This design comes from an exercise in tuning for small area, a short achievable clock period and few clock cycles per item on the open sky130 flow, not from production work. At most, simulation tests tie the RTL to the original design; equivalence was not proved. No functional check of the RTL was part of run 1.

==> design/flow/design.v <==
module geomloc (
    input  wire        clk,
    input  wire        rst,
    input  wire        start,
    output wire        ready,
    input  wire        op,             
    input  wire [1:0]  plane,          
    input  wire [15:0] width,
    input  wire [15:0] height,
    input  wire [5:0]  bitdepth,
    input  wire [1:0]  format,         
    input  wire [31:0] frame_index,
    input  wire [31:0] stream_size,
    output wire        done,
    output wire [3:0]  err,
    output wire [2:0]  res_bps,
    output wire [31:0] res_pdim,
    output wire [31:0] res_pcount,
    output wire [35:0] res_fbs,
    output wire [31:0] res_offset,
    output wire [31:0] res_frames
);
    localparam [3:0] E_OK        = 4'd0,
                     E_BITDEPTH  = 4'd1,
                     E_RANGE     = 4'd2,
                     E_FORMAT    = 4'd5,
                     E_NOCHROMA  = 4'd6,
                     E_INVALID   = 4'd8;
    reg        a_mul, a_fbs, a_aln;         
    reg [1:0]  cnt_a;
    reg [3:0]  digit_a;
    reg        op_a, chroma_a, wodd_a, hodd_a;
    reg [1:0]  plane_a, fmt_a;
    reg [5:0]  d_a;
    reg [31:0] pwh_a;                       
    reg [35:0] acc_a;                       
    reg [31:0] idx_a, size_a;
    reg        b_loop, done_r, ready_r, rdy_a;
    reg [3:0]  cnt_b;
    reg [31:0] q;                           
    reg [31:0] qp;                          
    reg [31:0] prod;                        
    reg [35:0] yv;                          
    reg [31:0] rem;
    reg [31:0] idx_b;
    reg [3:0]  err_r;
    reg [2:0]  bps_r;
    reg        szero_b, gt_r, eq_r, ib1_r, ib0_r;
    wire chroma_in = !op && (plane != 2'd0) && (format == 2'd1);
    wire [1:0] dig_in = (|height[15:12]) ? 2'd3 :
                        (|height[11:8])  ? 2'd2 :
                        (|height[7:4])   ? 2'd1 : 2'd0;
    wire [3:0] digv_in = height[4*dig_in +: 4];
    wire [2:0] bps = (d_a <= 6'd8)  ? 3'd1 :
                     (d_a <= 6'd16) ? 3'd2 :
                     (d_a <= 6'd24) ? 3'd3 : 3'd4;
    wire bad_cmd   = (fmt_a == 2'd3) || (!op_a && plane_a == 2'd3);
    wire bad_depth = (d_a == 6'd0) || (d_a > 6'd32);
    wire bad_half  = (fmt_a == 2'd1) && (wodd_a || hodd_a);
    wire no_chroma = !op_a && (plane_a != 2'd0) && (fmt_a == 2'd2);
    wire [3:0] chk_err = bad_cmd   ? E_INVALID  :
                         bad_depth ? E_BITDEPTH :
                         bad_half  ? E_FORMAT   :
                         no_chroma ? E_NOCHROMA : E_OK;
    reg  [3:0] err_a;
    reg  [2:0] bps_a;
    reg        loc_ok;
    reg  [3:0] sa, sc;          
    wire [15:0] pw = pwh_a[15:0];
    wire [15:0] ph = pwh_a[31:16];
    wire [1:0]  cnt_a_m1 = cnt_a - 2'd1;
    wire [3:0]  digv_nx = ph[4*cnt_a_m1 +: 4];
    wire [31:0] mul_sum = {acc_a[27:0], 4'd0}
                        + ({32{digit_a[0]}} & {16'd0, pw})
                        + ({32{digit_a[1]}} & {15'd0, pw, 1'b0})
                        + ({32{digit_a[2]}} & {14'd0, pw, 2'd0})
                        + ({32{digit_a[3]}} & {13'd0, pw, 3'd0});
    reg [3:0] sa_n, sc_n;
    always @(*) begin
        sa_n = 4'b0001; sc_n = 4'b0000;
        case (fmt_a)
            2'd0: case (bps)                       
                3'd1: begin sa_n = 4'b0010; sc_n = 4'b0010; end  
                3'd2: begin sa_n = 4'b0100; sc_n = 4'b0100; end  
                3'd3: begin sa_n = 4'b1000; sc_n = 4'b0010; end  
                default: begin sa_n = 4'b1000; sc_n = 4'b1000; end  
            endcase
            2'd2: case (bps)                       
                3'd1: begin sa_n = 4'b0001; end
                3'd2: begin sa_n = 4'b0010; end
                3'd3: begin sa_n = 4'b0010; sc_n = 4'b0010; end  
                default: begin sa_n = 4'b0100; end
            endcase
            default: case (bps)                    
                3'd1: begin sa_n = 4'b0001; sc_n = 4'b0001; end  
                3'd2: begin sa_n = 4'b0010; sc_n = 4'b0010; end  
                3'd3: begin sa_n = 4'b0100; sc_n = 4'b0001; end  
                default: begin sa_n = 4'b0100; sc_n = 4'b0100; end  
            endcase
        endcase
    end
    wire [31:0] pc = acc_a[31:0];
    wire [35:0] fa_t = ({36{sa[0]}} & {4'd0, pc})
                     | ({36{sa[1]}} & {3'd0, pc, 1'b0})
                     | ({36{sa[2]}} & {2'd0, pc, 2'b0})
                     | ({36{sa[3]}} & {1'd0, pc, 3'b0});
    wire [35:0] fc_t = ({36{sc[0]}} & {5'd0, pc[31:1]})
                     | ({36{sc[1]}} & {4'd0, pc})
                     | ({36{sc[2]}} & {3'd0, pc, 1'b0})
                     | ({36{sc[3]}} & {2'd0, pc, 2'b0});
    wire [35:0] fbs_new = fa_t + fc_t;
    wire        zero = (acc_a == 36'd0);
    wire        big  = |acc_a[35:32];
    reg  [4:0]  lz;
    integer i;
    always @(*) begin
        lz = 5'd31;
        for (i = 0; i < 32; i = i + 1)
            if (acc_a[i]) lz = 5'd31 - i[4:0];
    end
    wire [4:0]  ks = lz | 5'd1;                         
    wire [35:0] y_norm = {acc_a[33:0], 2'b00} << {lz[4:1], 1'b0};    
    reg  [31:0] himask;
    always @(*) begin
        for (i = 0; i < 32; i = i + 1)
            himask[i] = (i > ks);
    end
    wire        hi      = |(idx_a & himask);
    wire [32:0] size_m1 = {1'b0, size_a} - 33'd1;
    wire        szero   = size_m1[32];
    wire        idx_nz  = |idx_a;
    wire [32:0] dv  = yv[33:1];                         
    wire [31:0] dvh = yv[33:2];                         
    wire [34:0] r1  = {3'b0, rem} - {2'b0, dv};
    wire [34:0] r2a = {3'b0, rem} - {3'b0, dvh};
    wire [34:0] x0  = {3'b0, rem};
    wire [34:0] x1  = ~{2'b0, dv};
    wire [34:0] x2  = ~{3'b0, dvh};
    wire [34:0] cs_s = x0 ^ x1 ^ x2;
    wire [34:0] cs_c = (x0 & x1) | (x0 & x2) | (x1 & x2);
    wire [34:0] r2b = cs_s + {cs_c[33:0], 1'b0} + 35'd2;
    wire        ge1 = !r1[34];
    wire        ge2 = ge1 ? !r2b[34] : !r2a[34];
    wire [31:0] rem_n = ge1 ? (ge2 ? r2b[31:0] : r1[31:0]) : (ge2 ? r2a[31:0] : rem);
    wire [31:0] loop_sum = prod + (ib1_r ? dv[31:0] : 32'd0) + (ib0_r ? dvh : 32'd0);
    wire        last = (cnt_b == 4'd0);
    wire [29:0] qp_t = ge1 ? qp[29:0] : q[29:0];
    wire [3:0]  cnt_b_m1 = cnt_b - 4'd1;
    wire        pgt  = (ib1_r && !ge1) || ((ib1_r == ge1) && ib0_r && !ge2);
    wire        peq  = (ib1_r == ge1) && (ib0_r == ge2);
    wire        gt_n = gt_r || (eq_r && pgt);
    wire        eq_n = eq_r && peq;
    wire b_free  = !b_loop;
    wire xfer_f  = a_fbs && !loc_ok && b_free;          
    wire xfer_l  = a_aln && b_free;                     
    wire xfer    = xfer_f || xfer_l;
    wire loop_go = xfer_l && !zero && !big;
    wire accept  = rdy_a && start;
    wire a_mul_n = accept || (a_mul && cnt_a != 2'd0);
    wire a_fbs_n = (a_mul && cnt_a == 2'd0) || (a_fbs && !loc_ok && !b_free);
    wire a_aln_n = (a_fbs && loc_ok) || (a_aln && !b_free);
    wire b_loop_n = loop_go || (b_loop && !last);
    wire done_n   = (xfer && !loop_go) || (b_loop && last);
    wire loc_ok_n = a_mul ? (op_a && chk_err == E_OK) : loc_ok;
    wire ready_n  = (!a_mul_n && !a_fbs_n && !a_aln_n) ||
                    (!b_loop_n && ((a_fbs_n && !loc_ok_n) || a_aln_n));
    always @(posedge clk) begin
        if (rst) begin
            a_mul   <= 1'b0;
            a_fbs   <= 1'b0;
            a_aln   <= 1'b0;
            b_loop  <= 1'b0;
            done_r  <= 1'b0;
            ready_r <= 1'b1;
            rdy_a   <= 1'b1;
        end else begin
            a_mul   <= a_mul_n;
            a_fbs   <= a_fbs_n;
            a_aln   <= a_aln_n;
            b_loop  <= b_loop_n;
            done_r  <= done_n;
            ready_r <= ready_n;
            rdy_a   <= ready_n;
        end
    end
    always @(posedge clk) begin
        if (rdy_a) begin
            op_a     <= op;
            plane_a  <= plane;
            fmt_a    <= format;
            d_a      <= bitdepth;
            chroma_a <= chroma_in;
            wodd_a   <= width[0];
            hodd_a   <= height[0];
            pwh_a    <= {height, width};
            idx_a    <= frame_index;
            size_a   <= stream_size;
            acc_a    <= 36'd0;
            cnt_a    <= dig_in;
            digit_a  <= digv_in;
        end else if (a_mul) begin
            err_a    <= chk_err;
            bps_a    <= bps;
            loc_ok   <= op_a && (chk_err == E_OK);
            sa       <= sa_n;
            sc       <= sc_n;
            acc_a    <= {4'd0, mul_sum};
            cnt_a    <= cnt_a_m1;
            digit_a  <= digv_nx;
        end else if (a_fbs && loc_ok) begin
            acc_a    <= fbs_new;
        end
    end
    always @(posedge clk) begin
        if (xfer_f) begin
            q      <= chroma_a ? {1'b0, pwh_a[31:17], 1'b0, pwh_a[15:1]} : pwh_a;
            prod   <= chroma_a ? {2'b0, acc_a[31:2]} : acc_a[31:0];
            yv     <= fbs_new;
            err_r  <= err_a;
            bps_r  <= bps_a;
        end
        if (xfer_l) begin
            bps_r   <= bps_a;
            err_r   <= E_OK;
            q       <= 32'd0;
            qp      <= 32'd1;
            prod    <= 32'd0;
            yv      <= acc_a;
            rem     <= size_m1[31:0];
            szero_b <= szero;
            idx_b   <= idx_a;
            cnt_b   <= lz[4:1];
            gt_r    <= hi;
            eq_r    <= !hi;
            ib1_r   <= idx_a[ks];
            ib0_r   <= idx_a[{lz[4:1], 1'b0}];
            if (zero) begin
                qp <= 32'hFFFF_FFFF;
            end else if (big) begin
                if (szero || idx_nz) err_r <= E_RANGE;
            end else begin
                yv <= y_norm;
            end
        end
        if (b_loop) begin
            rem   <= rem_n;
            yv    <= {2'b0, yv[35:2]};
            prod  <= loop_sum;
            cnt_b <= cnt_b_m1;
            ib1_r <= idx_b[{cnt_b_m1, 1'b1}];
            ib0_r <= idx_b[{cnt_b_m1, 1'b0}];
            gt_r  <= gt_n;
            eq_r  <= eq_n;
            q     <= {q[29:0], ge1, ge2};
            qp    <= ge2 ? {qp_t, ge1 ? 2'b00 : 2'b10} : {q[29:0], ge1, 1'b1};
            if (last && (szero_b || gt_n)) err_r <= E_RANGE;
        end
    end
    assign ready      = ready_r;
    assign done       = done_r;
    assign err        = err_r;
    assign res_bps    = bps_r;
    assign res_pdim   = q;
    assign res_pcount = prod;
    assign res_fbs    = yv;
    assign res_offset = prod;
    assign res_frames = qp;
endmodule
==> design/flow/flow/run.sh <==
#!/bin/bash
set -euo pipefail
bash standard.sh SETUP_SLACK_MARGIN=9 finish > standard_make.log 2>&1
==> design/flow/standard.sh <==
#!/bin/bash
# synth_recipe.tcl (not shown) runs the flow's synth.tcl, then flattens the netlist and writes it again
# the make line also repeats each setting of config.mk as NAME=value (left out here)
make -C /OpenROAD-flow-scripts/flow DESIGN_CONFIG=/design/flow/config.mk WORK_HOME=/design/flow/orfs CLKGATE_MAP_FILE= SYNTH_SCRIPT=/design/flow/synth_recipe.tcl "${@:-finish}"
==> design/flow/config.mk <==
export PLATFORM = sky130hd
export DESIGN_NAME = geomloc
export DESIGN_NICKNAME = geomloc
export VERILOG_FILES = /design/flow/design.v
export SDC_FILE = /design/flow/constraint.sdc
export NUM_CORES = 4
export LEC_CHECK = 0
export CAP_MARGIN = 20
export CORE_MARGIN = 2
export CORE_UTILIZATION = 40
export PLACE_DENSITY = 0.6
export SLEW_MARGIN = 20
==> design/flow/constraint.sdc <==
create_clock -name core_clock -period 13.0 [get_ports {clk}]
set_input_delay 2.6000 -clock core_clock [delete_from_list [all_inputs] [get_ports {clk}]]
set_output_delay 2.6000 -clock core_clock [all_outputs]
set_load 0.01 [all_outputs]
==> results of run 1 <==
[how the worst max path moves through the flow]
| stage | startpoint | to | slack, ns | depth (start not counted) |
|---|---|---|---|---|
| 3_5_place_dp | yv[2] | rem[31] | 7.40 | 18 |
| 4_1_cts | digit_a[1] | acc_a[22] | 8.30 | 18 |
| 6_report | digit_a[1] | acc_a[22] | 8.32 | 18 |
| 3_3_place_gp | yv[2] | rem[31] | 7.53 | 18 |
| 2_1_floorplan | digit_a[0] | acc_a[26] | 8.66 | 17 |
| 5_1_grt | digit_a[1] | acc_a[22] | 8.18 | 18 |
[area by class of cell]
| class | instances | area, um^2 |
|---|---|---|
| antenna | 2 | 5.00 |
| clock buffer | 66 | 1350 |
| clock inverter | 26 | 290 |
| fill | 7491 | 40100 |
| inverter | 113 | 442 |
| multi-input combinational | 2754 | 21800 |
| sequential | 384 | 11100 |
| tap | 1070 | 1340 |
| timing repair buffer | 590 | 5500 |
[logic make-up (layout without fill, tap and decap cells)]
family,count (synthesis),after routing
compound gates,1071,1075
xor+xnor,183,183
fa+ha+maj,340,340
buf+inv,363,795
flops,384,384
mux,169,169
other cells,0,2
simple gates,987,987
[timing repair]
action | 4_1_cts | 5_1_grt
gates cloned | 13 | 5
buffers inserted | 195 | 43
resized for setup | 630 | 220
pin swaps | 129 | 78
hold buffers | 0 | 0
endpoints found under the hold margin | 0 | 0
endpoints found under the setup margin | 355 | 205
[per-stage QoR]
| stage | area, um^2 | utilization |
|---|---|---|
| after floorplan | 33000 | - |
| after global placement | 36500 | 0.446 |
| after detailed placement | 36500 | 0.446 |
| after global routing | 41800 | 0.510 |
| final | 41800 | 0.510 |
| after CTS | 40900 | 0.499 |
[state kept, by name (all words and copies together), names as in the netlist, 6 cells and up]
register  flops
qp           32
prod         32
rem          32
q            32
idx_b        32
pwh_a        32
acc_a        36
yv           36
size_a       32
idx_a        32
d_a           6
[routing by layer]
layer | up-vias | track usage | routed length, um
met1 | 14900 | 0.376 | 51600
met2 | 1389 | 0.473 | 59600
met4 | 0 | 0.122 | 6010
met5 | - | 0 | 0
met3 | 276 | 0.0459 | 9760
li1 | 13800 | - | -
[cell usage in the layout (no fill, tap or decap), types with 26 or more instances in the layout]
| cell type | instances |
|---|---|
| a21oi_1 | 200 |
| edfxtp_1 | 336 |
| o21a_1 | 37 |
| buf_6 | 69 |
| a211oi_1 | 36 |
| inv_2 | 26 |
| o21ai_1 | 60 |
| buf_2 | 46 |
| a31oi_1 | 31 |
| and3_1 | 26 |
| buf_4 | 208 |
| o21ai_0 | 178 |
| o211ai_1 | 26 |
| dfxtp_1 | 31 |
| clkdlybuf4s15_1 | 32 |
| clkdlybuf4s50_1 | 109 |
| xor2_1 | 80 |
| nor2_1 | 205 |
| nand2_1 | 326 |
| dlygate4sd2_1 | 65 |
| clkbuf_16 | 56 |
| o22ai_1 | 40 |
| nor3_1 | 45 |
| mux2i_1 | 145 |
| a21o_1 | 67 |
| xnor2_1 | 96 |
| inv_1 | 79 |
| nand3_1 | 53 |
| fa_1 | 105 |
| ha_1 | 194 |
| a22oi_1 | 132 |
| and2_1 | 120 |
==> flow_summary.yaml, run 1 <==
setup_path:
  slowest_stage: "edfxtp_1"
  worst_path_largest_cell_delay_ns: 0.51
  critical_path_class: "reg2reg"
  crit_top_cell: "fa_1"
  cp.required_ns: 13.52
  crit_chain: "and2_4 > fa_1 > fa_1 > fa_1 > ha_2 > inv_2 > fa_2 > nor2b_2 > o21ai_2 > a21boi_2 > o2111ai_2 > a21oi_2 > o31ai_4 > o21ai_4 > buf_6 > xnor2_2 > nor2_1 > a221o_1"
  r2r-start: "digit_a[1]"
  worst_ep_arrival_time_ns: 5.19
  r2r_end: "acc_a[22]"
  cpLargestDelayFamily: "adder cells"
  path_buf_inv: 2
  cp-end-kind: "register"
  r2r_setup_slack_ns: 8.32
  r2r_cells: 18
  crit_path_start_kind: "register"
  cp_max_fo: 5
detailed_routing:
  drtIter0Drc: 3222
  ant_nets: 0
  dr.pass1.iters: 6
  drc_errors: 0
  routedWlPerCell_um: 25.4
  routed_via_density: 6.08
  vias: 30400
  drt-total-wl_um: 127000
logic_synthesis:
  seq_area_frac_synth: 0.336
  ys_types: 99
  synth_compound_area_frac: 0.214
  synthMuxAreaShare: 0.0570
  yosysTopAreaCellShare: 0.306
  synth-seq-cells: 384
  yosys-top-cells-count: "edfxtp_1 (336), nand2_1 (335), o21ai_0 (248)"
  synth_top_cell_by_area: "edfxtp_1"
  syn_avg_cell_area_um2: 9.42
  synth_most_common_cell: "edfxtp_1"
  synth_xor_area_frac: 0.0487
  yosysWarnings: 1
  yosys.area_share.adder: 0.154
  yosys-top-cells-area: "edfxtp_1 (31%), ha_1 (8.7%), fa_1 (6.7%)"
  synth_top_family_by_area: "compound AO/OA/AOI/OAI gates"
  synthArstFlopShare: 0
  syn_inst: 3497
  synth_flop_cell: "edfxtp_1"
  synth_nets: 3947
  synthSimpleGateAreaFrac: 0.143
  synth-edff-count: 336
  synth_area_um2: 32900
cts:
  cts_buffers: 49
  clkLatencyLatePin_ns: 0.64
  ctsLongestPathBuffers: 3
  htreeDepth: 2
  tritoncts: "built"
  clk_pin_slew_worst_paths_ns: 0.06
  clock_tree.root_cell: "clkbuf_16"
  clock_sinks: 384
floorplan:
  die_area_um2: 84700
  initial_utilization: 0.402
  io_pins: 283
  row_count: 105
  die_w_um: 291
  core_um2: 81800
  die_y_um: 291
global_route:
  antenna_found_initial: 3
  grt_max_degree: 80
  grt_pass1_wl_um: 187000
  grt_pass1_vias: 29200
  groute.usage.overall: 0.288
  grt-ovfl-total: 0
timing:
  fmax_ghz: 0.214
  rsz0062_at_grt: "yes"
  finClkSkew_ns: 0.0214
  finalCritPeriodShare: 0.360
  period_minus_slack_ns: 4.68
  slew_viol_final: 0
  slew_headroom: 0.279
  finalHoldViolations: 0
  tightest_slew_ns: 1.08
  fin_setup_tns_ns: 0
  finalSetupViolCount: 0
  fin_ws_ns: 8.32
  timing.hold.ws_ns: 0.419
final_layout:
  drive_above_1_share: 0.194
  syn_to_final_growth_pct: 26.9
  stdcell_count: 5005
  nNetsFinal: 4342
run_status:
  status: "timing/DRC/antenna clean"
place:
  hpwl_um: 87300
  numPortBuffers: 282
  place_ws_ns: 7.40
  dp_cells: 4654
  gp_congestion: 0.961
worst_hold_path:
  worst_hold_path_type: "reg2reg"
  min_to: "bps_r[2]"
  hold_path_startpoint: "bps_a[2]"
  worstHoldPathCells: 0
job:
  maxCapViolCount: 0
==> run 2: changes to the inputs <==
--- a/design/flow/design.v
+++ b/design/flow/design.v
@@ -29,5 +29,5 @@
     reg        a_mul, a_fbs, a_aln;         
     reg [1:0]  cnt_a;
-    reg [3:0]  digit_a;
+    reg [5:0]  bth_a;                       
     reg        op_a, chroma_a, wodd_a, hodd_a;
     reg [1:0]  plane_a, fmt_a;
@@ -36,5 +36,5 @@
     reg [35:0] acc_a;                       
     reg [31:0] idx_a, size_a;
-    reg        b_loop, done_r, ready_r, rdy_a;
+    reg        b_loop, done_r, ready_r;
     reg [3:0]  cnt_b;
     reg [31:0] q;                           
@@ -48,8 +48,21 @@
     reg        szero_b, gt_r, eq_r, ib1_r, ib0_r;
     wire chroma_in = !op && (plane != 2'd0) && (format == 2'd1);
+    function [5:0] booth;                   
+        input [3:0] n;
+        input       m;
+        begin
+            booth[0] = n[0] ^ m;                                    
+            booth[1] = (n[1] & !n[0] & !m) | (!n[1] & n[0] & m);
+            booth[2] = n[1];
+            booth[3] = n[2] ^ n[1];                                 
+            booth[4] = (n[3] & !n[2] & !n[1]) | (!n[3] & n[2] & n[1]);
+            booth[5] = n[3];
+        end
+    endfunction
     wire [1:0] dig_in = (|height[15:12]) ? 2'd3 :
                         (|height[11:8])  ? 2'd2 :
                         (|height[7:4])   ? 2'd1 : 2'd0;
-    wire [3:0] digv_in = height[4*dig_in +: 4];
+    wire [3:0] nib_in = height[4*dig_in +: 4];
+    wire       bm1_in = (dig_in == 2'd0) ? 1'b0 : height[4*dig_in - 1];
     wire [2:0] bps = (d_a <= 6'd8)  ? 3'd1 :
                      (d_a <= 6'd16) ? 3'd2 :
@@ -70,10 +83,13 @@
     wire [15:0] ph = pwh_a[31:16];
     wire [1:0]  cnt_a_m1 = cnt_a - 2'd1;
-    wire [3:0]  digv_nx = ph[4*cnt_a_m1 +: 4];
-    wire [31:0] mul_sum = {acc_a[27:0], 4'd0}
-                        + ({32{digit_a[0]}} & {16'd0, pw})
-                        + ({32{digit_a[1]}} & {15'd0, pw, 1'b0})
-                        + ({32{digit_a[2]}} & {14'd0, pw, 2'd0})
-                        + ({32{digit_a[3]}} & {13'd0, pw, 3'd0});
+    wire [3:0]  nib_nx  = ph[4*cnt_a_m1 +: 4];
+    wire        bm1_nx  = (cnt_a_m1 == 2'd0) ? 1'b0 : ph[4*cnt_a_m1 - 1];
+    wire [16:0] sel0 = ({17{bth_a[0]}} & {1'b0, pw}) | ({17{bth_a[1]}} & {pw, 1'b0});
+    wire [16:0] sel1 = ({17{bth_a[3]}} & {1'b0, pw}) | ({17{bth_a[4]}} & {pw, 1'b0});
+    wire [35:0] row0 = {{19{bth_a[2]}}, sel0 ^ {17{bth_a[2]}}};
+    wire [35:0] row1 = {{17{bth_a[5]}}, sel1 ^ {17{bth_a[5]}}, 2'b00};
+    wire [35:0] add_a  = ({36{a_mul}} & {acc_a[31:0], 1'b0, bth_a[5], 1'b0, bth_a[2]}) | fa_t;
+    wire [35:0] add_r0 = row0 | fc_t;
+    wire [35:0] sum_a  = add_a + add_r0 + row1;
     reg [3:0] sa_n, sc_n;
     always @(*) begin
@@ -109,16 +125,23 @@
                      | ({36{sc[2]}} & {3'd0, pc, 1'b0})
                      | ({36{sc[3]}} & {2'd0, pc, 2'b0});
-    wire [35:0] fbs_new = fa_t + fc_t;
+    wire [35:0] fbs_new = sum_a;
     wire        zero = (acc_a == 36'd0);
     wire        big  = |acc_a[35:32];
-    reg  [4:0]  lz;
+    reg  [4:0]  lzf, lzs;
     integer i;
     always @(*) begin
-        lz = 5'd31;
-        for (i = 0; i < 32; i = i + 1)
-            if (acc_a[i]) lz = 5'd31 - i[4:0];
-    end
-    wire [4:0]  ks = lz | 5'd1;                         
-    wire [35:0] y_norm = {acc_a[33:0], 2'b00} << {lz[4:1], 1'b0};    
+        lzf = 5'd31;
+        lzs = 5'd31;
+        for (i = 0; i < 32; i = i + 1) begin
+            if (acc_a[i])  lzf = 5'd31 - i[4:0];
+            if (size_a[i]) lzs = 5'd31 - i[4:0];
+        end
+    end
+    wire [5:0]  km     = {1'b0, lzf} - {1'b0, lzs};      
+    wire [32:0] size_m1 = {1'b0, size_a} - 33'd1;
+    wire        szero  = size_m1[32];
+    wire        qzero  = big || km[5] || szero;           
+    wire [4:0]  ks     = km[4:0] | 5'd1;                  
+    wire [35:0] y_norm = {acc_a[33:0], 2'b00} << {km[4:1], 1'b0};    
     reg  [31:0] himask;
     always @(*) begin
@@ -127,6 +150,4 @@
     end
     wire        hi      = |(idx_a & himask);
-    wire [32:0] size_m1 = {1'b0, size_a} - 33'd1;
-    wire        szero   = size_m1[32];
     wire        idx_nz  = |idx_a;
     wire [32:0] dv  = yv[33:1];                         
@@ -155,6 +176,7 @@
     wire xfer_l  = a_aln && b_free;                     
     wire xfer    = xfer_f || xfer_l;
-    wire loop_go = xfer_l && !zero && !big;
-    wire accept  = rdy_a && start;
+    wire loop_go = xfer_l && !zero && !qzero;
+    wire accept  = ready_r && start;
+    wire cap_en  = !(a_mul || a_fbs || a_aln) || xfer;      
     wire a_mul_n = accept || (a_mul && cnt_a != 2'd0);
     wire a_fbs_n = (a_mul && cnt_a == 2'd0) || (a_fbs && !loc_ok && !b_free);
@@ -173,5 +195,4 @@
             done_r  <= 1'b0;
             ready_r <= 1'b1;
-            rdy_a   <= 1'b1;
         end else begin
             a_mul   <= a_mul_n;
@@ -181,9 +202,8 @@
             done_r  <= done_n;
             ready_r <= ready_n;
-            rdy_a   <= ready_n;
         end
     end
     always @(posedge clk) begin
-        if (rdy_a) begin
+        if (cap_en) begin
             op_a     <= op;
             plane_a  <= plane;
@@ -196,16 +216,22 @@
             idx_a    <= frame_index;
             size_a   <= stream_size;
-            acc_a    <= 36'd0;
+            acc_a    <= {20'd0, width & {16{nib_in[3]}}};    
             cnt_a    <= dig_in;
-            digit_a  <= digv_in;
+            bth_a    <= booth(nib_in, bm1_in);
+            sa       <= 4'd0;
+            sc       <= 4'd0;
         end else if (a_mul) begin
             err_a    <= chk_err;
             bps_a    <= bps;
             loc_ok   <= op_a && (chk_err == E_OK);
-            sa       <= sa_n;
-            sc       <= sc_n;
-            acc_a    <= {4'd0, mul_sum};
+            acc_a    <= sum_a;
             cnt_a    <= cnt_a_m1;
-            digit_a  <= digv_nx;
+            if (cnt_a == 2'd0) begin
+                sa      <= sa_n;
+                sc      <= sc_n;
+                bth_a   <= 6'd0;
+            end else begin
+                bth_a   <= booth(nib_nx, bm1_nx);
+            end
         end else if (a_fbs && loc_ok) begin
             acc_a    <= fbs_new;
@@ -230,12 +256,12 @@
             szero_b <= szero;
             idx_b   <= idx_a;
-            cnt_b   <= lz[4:1];
+            cnt_b   <= km[4:1];
             gt_r    <= hi;
             eq_r    <= !hi;
             ib1_r   <= idx_a[ks];
-            ib0_r   <= idx_a[{lz[4:1], 1'b0}];
+            ib0_r   <= idx_a[{km[4:1], 1'b0}];
             if (zero) begin
                 qp <= 32'hFFFF_FFFF;
-            end else if (big) begin
+            end else if (qzero) begin
                 if (szero || idx_nz) err_r <= E_RANGE;
             end else begin
==> design/flow/flow/run.sh (replaced) <==
#!/bin/bash
set -euo pipefail
bash standard.sh SETUP_SLACK_MARGIN=8.5 finish > standard_make.log 2>&1
==> flow_summary.yaml, run 2 <==
run_status:
  status: "timing/DRC/antenna clean"
final_layout:
  layout.cells.most_common_list: "edfxtp_1 (346), nand2_1 (333), clkdlybuf4s50_1 (272), a21oi_1 (202), buf_4 (202)"
  drive_above_1_share: 0.166
  reg_top3: "acc_a: 36 flops, yv: 36 flops"
  nNetsFinal: 4242
  fin_area_um2: 41900
  stdcell_count: 4932
  final_util: 0.510
  final_common_cell: "edfxtp_1"
  syn_to_final_growth_pct: 26.0
setup_path:
  cp.required_ns: 13.29
  worst_path_largest_cell_delay_ns: 0.43
  cpLargestDelayFamily: "compound AO/OA/AOI/OAI gates"
  cp-end-kind: "register"
  worst_ep_arrival_time_ns: 4.96
  slowest_stage: "o311ai_4"
  crit_top_cell: "buf_4"
  cp_max_fo: 5
  crit_chain: "buf_4 > nor2_2 > o21ai_4 > a211oi_2 > nor3_2 > nor3_2 > o31ai_1 > nand2_1 > a211o_1 > a311oi_1 > o31a_1 > buf_4 > buf_4 > ha_1 > or3_4 > o2111a_2 > o311ai_4 > buf_12 > buf_12 > nor4_1 > a21oi_1 > a222oi_1"
  critical_path_class: "reg2reg"
  r2r_cells: 22
  path_buf_inv: 5
  crit_path_start_kind: "register"
  crit_cells: 22
detailed_routing:
  drtIter0Drc: 4162
  ant_nets: 0
  routed_via_density: 6.25
  drc_errors: 0
  vias: 30800
  dr.pass1.iters: 10
  drt-total-wl_um: 127000
  routedWlPerCell_um: 25.8
logic_synthesis:
  syn_avg_cell_area_um2: 9.52
  synth_xor_area_frac: 0.0521
  synthArstFlopShare: 0
  synth_flop_cell: "edfxtp_1"
  seq_area_frac_synth: 0.336
  synth_top_cell_by_area: "edfxtp_1"
  synth_area_um2: 33300
  synth-edff-count: 346
  synth-seq-cells: 386
  yosys.area_share.adder: 0.140
  yosys-top-cells-area: "edfxtp_1 (31%), ha_1 (7.8%), fa_1 (6.1%)"
  synthMuxAreaShare: 0.0678
  synth_nets: 3913
  yosys-top-cells-count: "edfxtp_1 (346), nand2_1 (339), a21oi_1 (220)"
  ys_types: 104
  synth_compound_area_frac: 0.211
  yosysWarnings: 1
  synthSimpleGateAreaFrac: 0.141
  yosysTopAreaCellShare: 0.312
  synth_most_common_cell: "edfxtp_1"
  syn_inst: 3493
  synth_top_family_by_area: "compound AO/OA/AOI/OAI gates"
timing:
  finClkSkew_ns: 0.0232
  fmax_ghz: 0.214
  rsz0062_at_grt: "yes"
  finalCritPeriodShare: 0.359
  period_minus_slack_ns: 4.66
  slew_viol_final: 0
  slew_headroom: 0.311
  finalSetupViolCount: 0
  timing.hold.ws_ns: 0.428
  tightest_slew_ns: 1.03
  finalHoldViolations: 0
  fin_setup_tns_ns: 0
cts:
  ctsLongestPathBuffers: 3
  clkLatencyLatePin_ns: 0.61
  holdBufCountCts: 0
  clock_sinks: 386
  tritoncts: "built"
  clock_tree.root_cell: "clkbuf_16"
  htreeDepth: 2
  clk_pin_slew_worst_paths_ns: 0.06
  cts_buffers: 48
global_route:
  grtUsageMet3: 0.0422
  antenna_found_initial: 3
  grt_use_met2: 0.455
  grt_pass1_wl_um: 183000
  groute.usage.overall: 0.279
  grt.busiest_layer: "met2"
  grt_pass1_vias: 28900
  grt-ovfl-total: 0
  use_met1: 0.381
  grt_max_degree: 80
floorplan:
  row_count: 105
  die_y_um: 292
  initial_utilization: 0.405
  io_pins: 283
  die_area_um2: 85500
  die_w_um: 292
  core_um2: 82200
place:
  place_area_um2: 36800
  dp_cells: 4634
  numPortBuffers: 282
  gp_congestion: 0.954
  hpwl_um: 88400
worst_hold_path:
  worstHoldPathCells: 0
  worst_hold_path_type: "reg2reg"
job:
  maxCapViolCount: 0
-- run 2: cell count changes after synthesis, sizes merged, moves of 16 or more --
| cell | change |
|---|---|
| a222oi | +40 |
| xnor2 | +32 |
| inv | +37 |
| nor3 | +31 |
| a31oi | +16 |
| a22oi | -39 |
| xor2 | -18 |
| ha | -21 |
| a221oi | +18 |
| nor2 | -44 |
| nand3 | +17 |
| clkbuf | +22 |
| o21ai | -66 |
| and2 | -58 |
-- run 2: kinds of logic after synthesis --
family | Yosys count
flops | 386
xor+xnor | 197
mux | 188
buf+inv | 416
compound gates | 1024
simple gates | 972
fa+ha+maj | 310
-- run 2: final timing paths --
kind,startpoint,to,slack (ns)
setup reg to reg,acc_a[4],yv[3],8.34
setup / recovery,acc_a[4],yv[3],8.34
hold / removal,bps_a[1],bps_r[1],0.43
hold reg to reg,bps_a[1],bps_r[1],0.43
-- run 2: cell type report --
class,count,area (um^2)
Inverter,150,593
Fill cell,7469,40300
Antenna cell,1,2.50
Clock inverter,30,362
Timing Repair Buffer,543,5430
Tap cell,1070,1340
Sequential cell,386,11200
Multi-Input combinational cell,2693,21700
Clock buffer,59,1290
-- run 2: timing repair --
action / CTS / global route
gates resized for setup: 161 / 182
setup endpoints to repair: 194 / 136
pin swaps: 30 / 97
setup buffers: 108 / 85
gates cloned: 6 / 9
-- run 2: metal layers --
layer	part of all wire	wire, um	up-vias
met1	0.40	51300	15100
met2	0.46	59000	1661
met4	0.042	5290	4
met5	0.00016	20	-
met3	0.090	11400	316
li1	-	-	13800
-- run 2: worst register-to-register path: stages, from the launching register on --
cell and delay, ns:
edfxtp_1 0.39, buf_4 0.17, nor2_2 0.16, o21ai_4 0.08
a211oi_2 0.24, nor3_2 0.06, nor3_2 0.19, o31ai_1 0.09
nand2_1 0.07, a211o_1 0.13, a311oi_1 0.09, o31a_1 0.31
buf_4 0.15, buf_4 0.12, ha_1 0.29, or3_4 0.38
o2111a_2 0.20, o311ai_4 0.43, buf_12 0.21, buf_12 0.13
nor4_1 0.05, a21oi_1 0.29, a222oi_1 0.16
-- run 2: per-stage QoR --
step	setup slack, ns
finish	8.34
global route	8.18
CTS	8.28
detailed placement	7.48
global placement	7.41
floorplan	8.38
Testbench counts of run 2, summed over its fixed seeds: cycles 18,989, commands 3,200.
==> run 3: changes to the inputs <==
--- a/design/flow/design.v
+++ b/design/flow/design.v
@@ -64,5 +64,11 @@
                         (|height[7:4])   ? 2'd1 : 2'd0;
     wire [3:0] nib_in = height[4*dig_in +: 4];
-    wire       bm1_in = (dig_in == 2'd0) ? 1'b0 : height[4*dig_in - 1];
+    wire [5:0] bth_h3 = booth(height[15:12], height[11]);
+    wire [5:0] bth_h2 = booth(height[11:8],  height[7]);
+    wire [5:0] bth_h1 = booth(height[7:4],   height[3]);
+    wire [5:0] bth_h0 = booth(height[3:0],   1'b0);
+    wire [5:0] bth_in = (dig_in == 2'd3) ? bth_h3 :
+                        (dig_in == 2'd2) ? bth_h2 :
+                        (dig_in == 2'd1) ? bth_h1 : bth_h0;
     wire [2:0] bps = (d_a <= 6'd8)  ? 3'd1 :
                      (d_a <= 6'd16) ? 3'd2 :
@@ -138,8 +144,11 @@
         end
     end
-    wire [5:0]  km     = {1'b0, lzf} - {1'b0, lzs};      
+    reg  [4:0]  lzs_r;                                    
+    reg         szero_r;                                  
+    wire [5:0]  km_s   = {1'b0, lzf} - {1'b0, lzs_r};
+    wire [5:0]  km     = km_s[5] ? 6'd0 : km_s;           
     wire [32:0] size_m1 = {1'b0, size_a} - 33'd1;
-    wire        szero  = size_m1[32];
-    wire        qzero  = big || km[5] || szero;           
+    wire        szero  = szero_r;
+    wire        qzero  = big || szero;                    
     wire [4:0]  ks     = km[4:0] | 5'd1;                  
     wire [35:0] y_norm = {acc_a[33:0], 2'b00} << {km[4:1], 1'b0};    
@@ -218,5 +227,5 @@
             acc_a    <= {20'd0, width & {16{nib_in[3]}}};    
             cnt_a    <= dig_in;
-            bth_a    <= booth(nib_in, bm1_in);
+            bth_a    <= bth_in;
             sa       <= 4'd0;
             sc       <= 4'd0;
@@ -224,4 +233,6 @@
             err_a    <= chk_err;
             bps_a    <= bps;
+            lzs_r    <= lzs;
+            szero_r  <= (size_a == 32'd0);
             loc_ok   <= op_a && (chk_err == E_OK);
             acc_a    <= sum_a;
@@ -239,21 +250,25 @@
     end
     always @(posedge clk) begin
+        rem   <= rem_n;
+        yv    <= {2'b0, yv[35:2]};
+        prod  <= loop_sum;
+        cnt_b <= cnt_b_m1;
+        ib1_r <= idx_b[{cnt_b_m1, 1'b1}];
+        ib0_r <= idx_b[{cnt_b_m1, 1'b0}];
+        gt_r  <= gt_n;
+        eq_r  <= eq_n;
+        q     <= {q[29:0], ge1, ge2};
+        qp    <= ge2 ? {qp_t, ge1 ? 2'b00 : 2'b10} : {q[29:0], ge1, 1'b1};
         if (xfer_f) begin
             q      <= chroma_a ? {1'b0, pwh_a[31:17], 1'b0, pwh_a[15:1]} : pwh_a;
             prod   <= chroma_a ? {2'b0, acc_a[31:2]} : acc_a[31:0];
             yv     <= fbs_new;
-            err_r  <= err_a;
-            bps_r  <= bps_a;
         end
         if (xfer_l) begin
-            bps_r   <= bps_a;
-            err_r   <= E_OK;
             q       <= 32'd0;
-            qp      <= 32'd1;
+            qp      <= zero ? 32'hFFFF_FFFF : 32'd1;
             prod    <= 32'd0;
-            yv      <= acc_a;
+            yv      <= (zero || qzero) ? acc_a : y_norm;
             rem     <= size_m1[31:0];
-            szero_b <= szero;
-            idx_b   <= idx_a;
             cnt_b   <= km[4:1];
             gt_r    <= hi;
@@ -261,25 +276,19 @@
             ib1_r   <= idx_a[ks];
             ib0_r   <= idx_a[{km[4:1], 1'b0}];
-            if (zero) begin
-                qp <= 32'hFFFF_FFFF;
-            end else if (qzero) begin
-                if (szero || idx_nz) err_r <= E_RANGE;
-            end else begin
-                yv <= y_norm;
-            end
-        end
-        if (b_loop) begin
-            rem   <= rem_n;
-            yv    <= {2'b0, yv[35:2]};
-            prod  <= loop_sum;
-            cnt_b <= cnt_b_m1;
-            ib1_r <= idx_b[{cnt_b_m1, 1'b1}];
-            ib0_r <= idx_b[{cnt_b_m1, 1'b0}];
-            gt_r  <= gt_n;
-            eq_r  <= eq_n;
-            q     <= {q[29:0], ge1, ge2};
-            qp    <= ge2 ? {qp_t, ge1 ? 2'b00 : 2'b10} : {q[29:0], ge1, 1'b1};
-            if (last && (szero_b || gt_n)) err_r <= E_RANGE;
-        end
+        end
+    end
+    always @(posedge clk) begin
+        if (xfer_f) begin
+            err_r   <= err_a;
+            bps_r   <= bps_a;
+        end
+        if (xfer_l) begin
+            bps_r   <= bps_a;
+            err_r   <= (!zero && qzero && (szero || idx_nz)) ? E_RANGE : E_OK;
+            szero_b <= szero;
+            idx_b   <= idx_a;
+        end
+        if (b_loop && last && (szero_b || gt_n))
+            err_r <= E_RANGE;
     end
     assign ready      = ready_r;
==> design/flow/flow/run.sh (replaced) <==
#!/bin/bash
# The standard layout (standard synthesis and ORFS steps) with two knobs:
#  - timing repair asked to leave more setup slack than the default,
#  - port buffers made with buf_2 cells (every port still gets its own buffer).
# make's output goes to standard_make.log; each ORFS step logs under orfs/logs/.
set -euo pipefail
bash standard.sh SETUP_SLACK_MARGIN=8.5 "BUFFER_PORTS_ARGS=-buffer_cell sky130_fd_sc_hd__buf_2" finish > standard_make.log 2>&1
==> flow_summary.yaml, run 3 <==
detailed_routing:
  drtIter0Drc: 3530
  vias: 30600
  drc_errors: 0
  routedWlPerCell_um: 24.8
  dr.pass1.iters: 10
  drt-total-wl_um: 123000
  ant_nets: 0
  routed_via_density: 6.18
global_route:
  grt_max_degree: 72
  antenna_found_initial: 1
  groute.usage.overall: 0.287
  grt-ovfl-total: 0
  grt_pass1_vias: 28700
  grt_pass1_wl_um: 182000
logic_synthesis:
  syn_inst: 3623
  yosys-top-cells-count: "nand2_1 (355), nor2_1 (263), a21oi_1 (215)"
  synth_nets: 4042
  synth_most_common_cell: "nand2_1"
  synth-edff-count: 214
  ys_types: 96
  yosysTopAreaCellShare: 0.200
  synthArstFlopShare: 0
  synth_top_cell_by_area: "edfxtp_1"
  yosys-top-cells-area: "edfxtp_1 (20%), dfxtp_1 (11%), ha_1 (8.0%)"
  synth_area_um2: 32200
  yosysWarnings: 1
  syn_avg_cell_area_um2: 8.89
  synth-seq-cells: 392
  synth_flop_cell: "edfxtp_1"
  seq_area_frac_synth: 0.310
cts:
  clk_pin_slew_worst_paths_ns: 0.07
  htreeDepth: 2
  clock_tree.root_cell: "clkbuf_16"
  cts_buffers: 49
  ctsLongestPathBuffers: 3
  clkLatencyLatePin_ns: 0.62
  tritoncts: "built"
  clock_sinks: 392
timing:
  finalHoldViolations: 0
  fin_setup_tns_ns: 0
  tightest_slew_ns: 1.12
  finalSetupViolCount: 0
  finClkSkew_ns: 0.0230
  slew_headroom: 0.252
  slew_viol_final: 0
  period_minus_slack_ns: 4.62
  fmax_ghz: 0.216
  finalCritPeriodShare: 0.356
  fin_ws_ns: 8.38
  rsz0062_at_grt: "yes"
  timing.hold.ws_ns: 0.420
setup_path:
  cp_max_fo: 7
  r2r_cells: 23
  cp-end-kind: "register"
  worst_ep_arrival_time_ns: 5.13
  crit_path_start_kind: "register"
  cp.required_ns: 13.50
  critical_path_class: "reg2reg"
final_layout:
  nFillCells: 7808
  stdcell_count: 4946
  final_common_cell: "nand2_1"
  fin_area_um2: 37900
  reg_top3: "acc_a: 36 flops, yv: 36 flops"
  nNetsFinal: 4264
  drive_above_1_share: 0.199
  layout.cells.most_common_list: "nand2_1 (349), buf_2 (282), nor2_1 (249), edfxtp_1 (214), a21oi_1 (204)"
  syn_to_final_growth_pct: 17.8
place:
  place_area_um2: 34200
  gp_congestion: 0.991
  place_ws_ns: 6.81
  numPortBuffers: 282
  hpwl_um: 89200
  dp_cells: 4735
run_status:
  status: "timing/DRC/antenna clean"
worst_hold_path:
  worst_hold_path_type: "reg2reg"
  worstHoldPathCells: 0
floorplan:
  die_y_um: 288
  io_pins: 283
  row_count: 104
  die_area_um2: 82800
  core_um2: 80200
  die_w_um: 288
  initial_utilization: 0.402
job:
  maxCapViolCount: 0
==> run 3: per-layer routing <==
metal / part of all wire / track usage / vias up
met2: 0.44 / 0.444 / 1596
met5: 0.00053 / 0 / -
met1: 0.42 / 0.388 / 14800
li1: - / - / 13900
met4: 0.043 / 0.110 / 2
met3: 0.098 / 0.0660 / 292
==> run 3: timing repair <==
action,CTS,global route
cloned,4,1
endpoints found under the setup margin,182,163
buffers inserted,75,39
resized for setup,131,145
hold buffers,0,0
pin swaps,35,70
==> run 3: final timing paths <==
check | startpoint | end | slack (ns)
worst min-delay path | bps_a[1] | bps_r[1] | 0.42
worst min register to register | bps_a[1] | bps_r[1] | 0.42
worst max-delay path | acc_a[5] | yv[34] | 8.38
worst max register to register | acc_a[5] | yv[34] | 8.38
==> run 3: final cells by class <==
type	count	area, um^2	share of cell area
Multi-Input combinational cell	2795	21400	0.564
Sequential cell	392	10000	0.264
Timing Repair Buffer	455	3020	0.0796
Clock buffer	66	1370	0.0362
Tap cell	1060	1330	0.0350
Inverter	151	614	0.0162
Clock inverter	25	173	0.00455
Timing Repair inverter	1	8.76	0.000231
Antenna cell	1	2.50	0.0000659
==> run 3: logic make-up after synthesis <==
kind of cell               synth area share
AOI/OAI and AO/OA                     0.245
and+or+nand+nor                       0.149
buffers and inverters                0.0561
DFF                                   0.310
adders and majority gates             0.144
xor gates and xnor gates             0.0536
muxes                                0.0419
==> run 3: worst max-delay path: stages, from the launching register on <==
cell and delay (ns):
edfxtp_1 0.42, nor2_2 0.14, o21ai_1 0.08, a211oi_2 0.23, o31ai_2 0.09, a211oi_2 0.27
o31ai_1 0.10, a211oi_1 0.24, nor3_1 0.07, nor3_1 0.22, nor3_2 0.09, ha_1 0.41
nor2b_4 0.15, o21ai_2 0.17, nand2_2 0.11, a21oi_4 0.21, o211a_4 0.24, nor3_4 0.09
buf_6 0.17, buf_6 0.11, a22o_1 0.18, a221oi_2 0.34, a2111oi_2 0.13, a211o_1 0.24
==> run 3: per-stage QoR <==
stage                     utilization
after global routing            0.473
after global placement          0.427
after CTS                       0.461
after floorplan                     -
after detailed placement        0.427
final                           0.473
Testbench counts of run 3, summed over its fixed seeds: cycles 18,989, commands 3,200.
==> run 4: changes to the inputs <==
--- a/design/flow/design.v
+++ b/design/flow/design.v
@@ -95,6 +95,7 @@
     wire [35:0] row0 = {{19{bth_a[2]}}, sel0 ^ {17{bth_a[2]}}};
     wire [35:0] row1 = {{17{bth_a[5]}}, sel1 ^ {17{bth_a[5]}}, 2'b00};
-    wire [35:0] add_a  = ({36{a_mul}} & {acc_a[31:0], 1'b0, bth_a[5], 1'b0, bth_a[2]}) | fa_t;
-    wire [35:0] add_r0 = row0 | fc_t;
+    wire [35:0] add_a  = ({36{a_mul}} & {acc_a[31:0], 1'b0, bth_a[5], 1'b0, bth_a[2]}) | fa_t
+                       | ({36{a_aln}} & {4'd0, size_a});
+    wire [35:0] add_r0 = row0 | fc_t | {36{a_aln}};
     wire [35:0] sum_a  = add_a + add_r0 + row1;
     reg [3:0] sa_n, sc_n;
@@ -134,12 +135,14 @@
     wire        zero = (acc_a == 36'd0);
     wire        big  = |acc_a[35:32];
-    reg  [4:0]  lzf, lzs;
+    reg  [4:0]  lzf, lzs, lzi;
     integer i;
     always @(*) begin
         lzf = 5'd31;
         lzs = 5'd31;
+        lzi = 5'd31;
         for (i = 0; i < 32; i = i + 1) begin
             if (acc_a[i])  lzf = 5'd31 - i[4:0];
             if (size_a[i]) lzs = 5'd31 - i[4:0];
+            if (idx_a[i])  lzi = 5'd31 - i[4:0];
         end
     end
@@ -148,16 +151,12 @@
     wire [5:0]  km_s   = {1'b0, lzf} - {1'b0, lzs_r};
     wire [5:0]  km     = km_s[5] ? 6'd0 : km_s;           
-    wire [32:0] size_m1 = {1'b0, size_a} - 33'd1;
     wire        szero  = szero_r;
     wire        qzero  = big || szero;                    
     wire [4:0]  ks     = km[4:0] | 5'd1;                  
     wire [35:0] y_norm = {acc_a[33:0], 2'b00} << {km[4:1], 1'b0};    
-    reg  [31:0] himask;
-    always @(*) begin
-        for (i = 0; i < 32; i = i + 1)
-            himask[i] = (i > ks);
-    end
-    wire        hi      = |(idx_a & himask);
-    wire        idx_nz  = |idx_a;
+    reg  [4:0]  lzi_r;                                    
+    reg         inz_r;                                    
+    wire        hi      = inz_r && ((5'd31 - lzi_r) > ks);    
+    wire        idx_nz  = inz_r;
     wire [32:0] dv  = yv[33:1];                         
     wire [31:0] dvh = yv[33:2];                         
@@ -235,4 +234,6 @@
             lzs_r    <= lzs;
             szero_r  <= (size_a == 32'd0);
+            lzi_r    <= lzi;
+            inz_r    <= (idx_a != 32'd0);
             loc_ok   <= op_a && (chk_err == E_OK);
             acc_a    <= sum_a;
@@ -246,4 +247,6 @@
             end
         end else if (a_fbs && loc_ok) begin
+            sa       <= 4'd0;
+            sc       <= 4'd0;
             acc_a    <= fbs_new;
         end
@@ -270,5 +273,5 @@
             prod    <= 32'd0;
             yv      <= (zero || qzero) ? acc_a : y_norm;
-            rem     <= size_m1[31:0];
+            rem     <= sum_a[31:0];      
             cnt_b   <= km[4:1];
             gt_r    <= hi;
==> flow_summary.yaml, run 4 <==
logic_synthesis:
  synth-edff-count: 220
  synth_nets: 4049
  syn_inst: 3629
  synthArstFlopShare: 0
  yosys-top-cells-count: "nand2_1 (340), a21oi_1 (266), nor2_1 (254)"
  yosysTopAreaCellShare: 0.204
  ys_types: 94
  yosys-top-cells-area: "edfxtp_1 (20%), dfxtp_1 (11%), ha_1 (8.0%)"
  seq_area_frac_synth: 0.314
  synth_most_common_cell: "nand2_1"
  syn_avg_cell_area_um2: 8.92
  synth-seq-cells: 398
  synth_flop_cell: "edfxtp_1"
  synth_top_cell_by_area: "edfxtp_1"
  yosysWarnings: 1
  synth_area_um2: 32400
global_route:
  grt_use_met2: 0.428
  grt.busiest_layer: "met2"
  grt-ovfl-total: 0
  antenna_found_initial: 3
  grt_pass1_vias: 28400
  grtUsageMet3: 0.0564
  use_met1: 0.389
  grt_max_degree: 103
  groute.usage.overall: 0.279
  grt_pass1_wl_um: 178000
setup_path:
  r2r_cells: 16
  critical_path_class: "reg2reg"
  startpoint: "bth_a[4]"
  crit_path_start_kind: "register"
  cp_max_fo: 16
  r2r-start: "bth_a[4]"
  r2r_end: "rem[31]"
  cp-end-kind: "register"
  worstSetupEndpoint: "rem[31]"
  cp.required_ns: 13.36
  r2r_setup_slack_ns: 8.29
  worst_ep_arrival_time_ns: 5.07
final_layout:
  drive_above_1_share: 0.223
  layout.cells.most_common_list: "nand2_1 (333), buf_2 (283), a21oi_1 (256), nor2_1 (242), edfxtp_1 (220)"
  final_util: 0.487
  reg_top3: "acc_a: 36 flops, yv: 36 flops"
  syn_to_final_growth_pct: 20.6
  nNetsFinal: 4311
  final_common_cell: "nand2_1"
timing:
  finalCritPeriodShare: 0.362
  timing.hold.ws_ns: 0.417
  tightest_slew_ns: 1.14
  finalHoldViolations: 0
  slew_headroom: 0.239
  rsz0062_at_grt: "yes"
  fmax_ghz: 0.212
  finClkSkew_ns: 0.0234
  finalSetupViolCount: 0
  fin_setup_tns_ns: 0
  period_minus_slack_ns: 4.71
  slew_viol_final: 0
detailed_routing:
  vias: 31000
  drt-total-wl_um: 122000
  ant_nets: 0
  routedWlPerCell_um: 24.5
  drc_errors: 0
  routed_via_density: 6.20
  drtIter0Drc: 4018
  dr.pass1.iters: 9
cts:
  clock_sinks: 398
  tritoncts: "built"
  cts_buffers: 49
  clk_pin_slew_worst_paths_ns: 0.07
  clock_tree.root_cell: "clkbuf_16"
  htreeDepth: 2
  clkLatencyLatePin_ns: 0.63
  ctsLongestPathBuffers: 3
floorplan:
  row_count: 104
  initial_utilization: 0.403
  core_um2: 80300
  io_pins: 283
  die_y_um: 289
  die_area_um2: 83200
  die_w_um: 289
place:
  gp_congestion: 1.01
  numPortBuffers: 282
  hpwl_um: 87300
job:
  maxCapViolCount: 0
run_status:
  status: "timing/DRC/antenna clean"
worst_hold_path:
  worst_hold_path_type: "reg2reg"
run 4: cell count changes in the layout (fill, tap and decap cells not counted), sizes merged, moves of 19 or more:
cell    before  now
a211oi      58   79
a21oi      215  274
a221oi      45   65
a222oi      50   26
a31oi       84   61
buf        452  490
nor2b       20   39
xnor2      138   94
run 4: worst min-delay path by stage:
stage / to / slack, ns / cells after the start / start
after detailed placement: bps_r[1] / 0.41 / 0 / bps_a[1]
after floorplan: bps_r[0] / 0.40 / 0 / bps_a[0]
final: bps_r[1] / 0.42 / 0 / bps_a[1]
after CTS: bps_r[1] / 0.42 / 0 / bps_a[1]
after global placement: bps_r[2] / 0.41 / 0 / bps_a[2]
after global routing: bps_r[2] / 0.43 / 0 / bps_a[2]
run 4: per-layer routing:
layer | routed length (um) | up-vias
li1 | - | 14000
met1 | 51300 | 15000
met2 | 53500 | 1620
met3 | 12400 | 339
met4 | 5320 | 4
met5 | 33 | -
run 4: cells by family after synthesis:
family / Yosys count / synth area share
AO/OA/AOI/OAI: 1206 / 0.255
adder cells (fa/ha/maj): 310 / 0.143
flip-flops: 398 / 0.314
AND/OR/NAND/NOR: 1010 / 0.146
buffers and inverters: 426 / 0.0553
XOR/XNOR: 168 / 0.0454
multiplexers: 111 / 0.0402
run 4: area by class of cell:
class / instances / area (um^2)
Fill cell: 7630 / 41200
Clock inverter: 24 / 280
Sequential cell: 398 / 10200
Clock buffer: 67 / 1450
Tap cell: 1060 / 1330
Multi-Input combinational cell: 2806 / 21800
Antenna cell: 2 / 5.00
Timing Repair Buffer: 495 / 3370
Inverter: 141 / 586
run 4: worst max-delay path, stage by stage (launching register included):
cell,delay [ns]
edfxtp_1,0.73
a22oi_1,0.27
xnor2_1,0.28
fa_1,0.45
ha_1,0.42
nand2_1,0.10
a21oi_1,0.25
nand4_1,0.25
a31oi_2,0.28
o211ai_1,0.13
buf_4,0.17
a221o_2,0.46
nand2_1,0.09
o211ai_1,0.10
buf_4,0.21
o221ai_4,0.19
a21oi_1,0.06
run 4: repair_timing:
action                     in CTS  in global routing
hold buffers                    0                  0
setup buffers                  89                 61
gates cloned                    2                  6
resized for setup             149                211
setup endpoints to repair     161                146
pin swaps                      43                 69
run 4: through the flow:
| stage | cell area [um^2] | worst slack (ns) | cells |
|---|---|---|---|
| finish | 39100 | 8.29 | 4993 |
| global route | 39100 | 8.01 | 4991 |
| CTS | 37400 | 8.47 | 4924 |
| detailed placement | 34400 | 7.44 | 4742 |
| global placement | 34400 | 7.53 | 4742 |
| floorplan | 32400 | 8.50 | 3629 |
Testbench counts of run 4, summed over its fixed seeds: cycles 18,989, commands 3,200.

-- what the ideal ports hide --
Ports are ideal in the flow. The routed layouts listed here were re-timed in OpenROAD. Step 1 (the two cells are an assumption about what drives the block):
set clk [get_ports {clk}]
set_driving_cell -lib_cell sky130_fd_sc_hd__clkbuf_16 $clk
set_driving_cell -lib_cell sky130_fd_sc_hd__buf_2 [delete_from_list [all_inputs] $clk]
Step 2 times the ports against the registers' clock, not the clock port: input delays grow and output delays shrink by t, the midpoint of the rising clock arrivals with the driver on. a / b / c = ideal ports / drivers / drivers and shift; a / b = the first two.
run | t, ns | setup slack, ns | pins driven straight from the clock port
run 1 | 0.692 | 8.321 / 8.321 / 8.321 | 1
run 2 | 0.667 | 8.335 / 8.335 / 7.990 | 1
run 3 | 0.674 | 8.375 / 8.375 / 8.255 | 1
run 4 | 0.678 | 8.291 / 8.291 / 8.291 | 1
After both steps setup and hold are still met in every run listed. The setup slack of run 2, which loses most, moves by 0.000 ns with the drivers and by -0.345 ns with both steps.
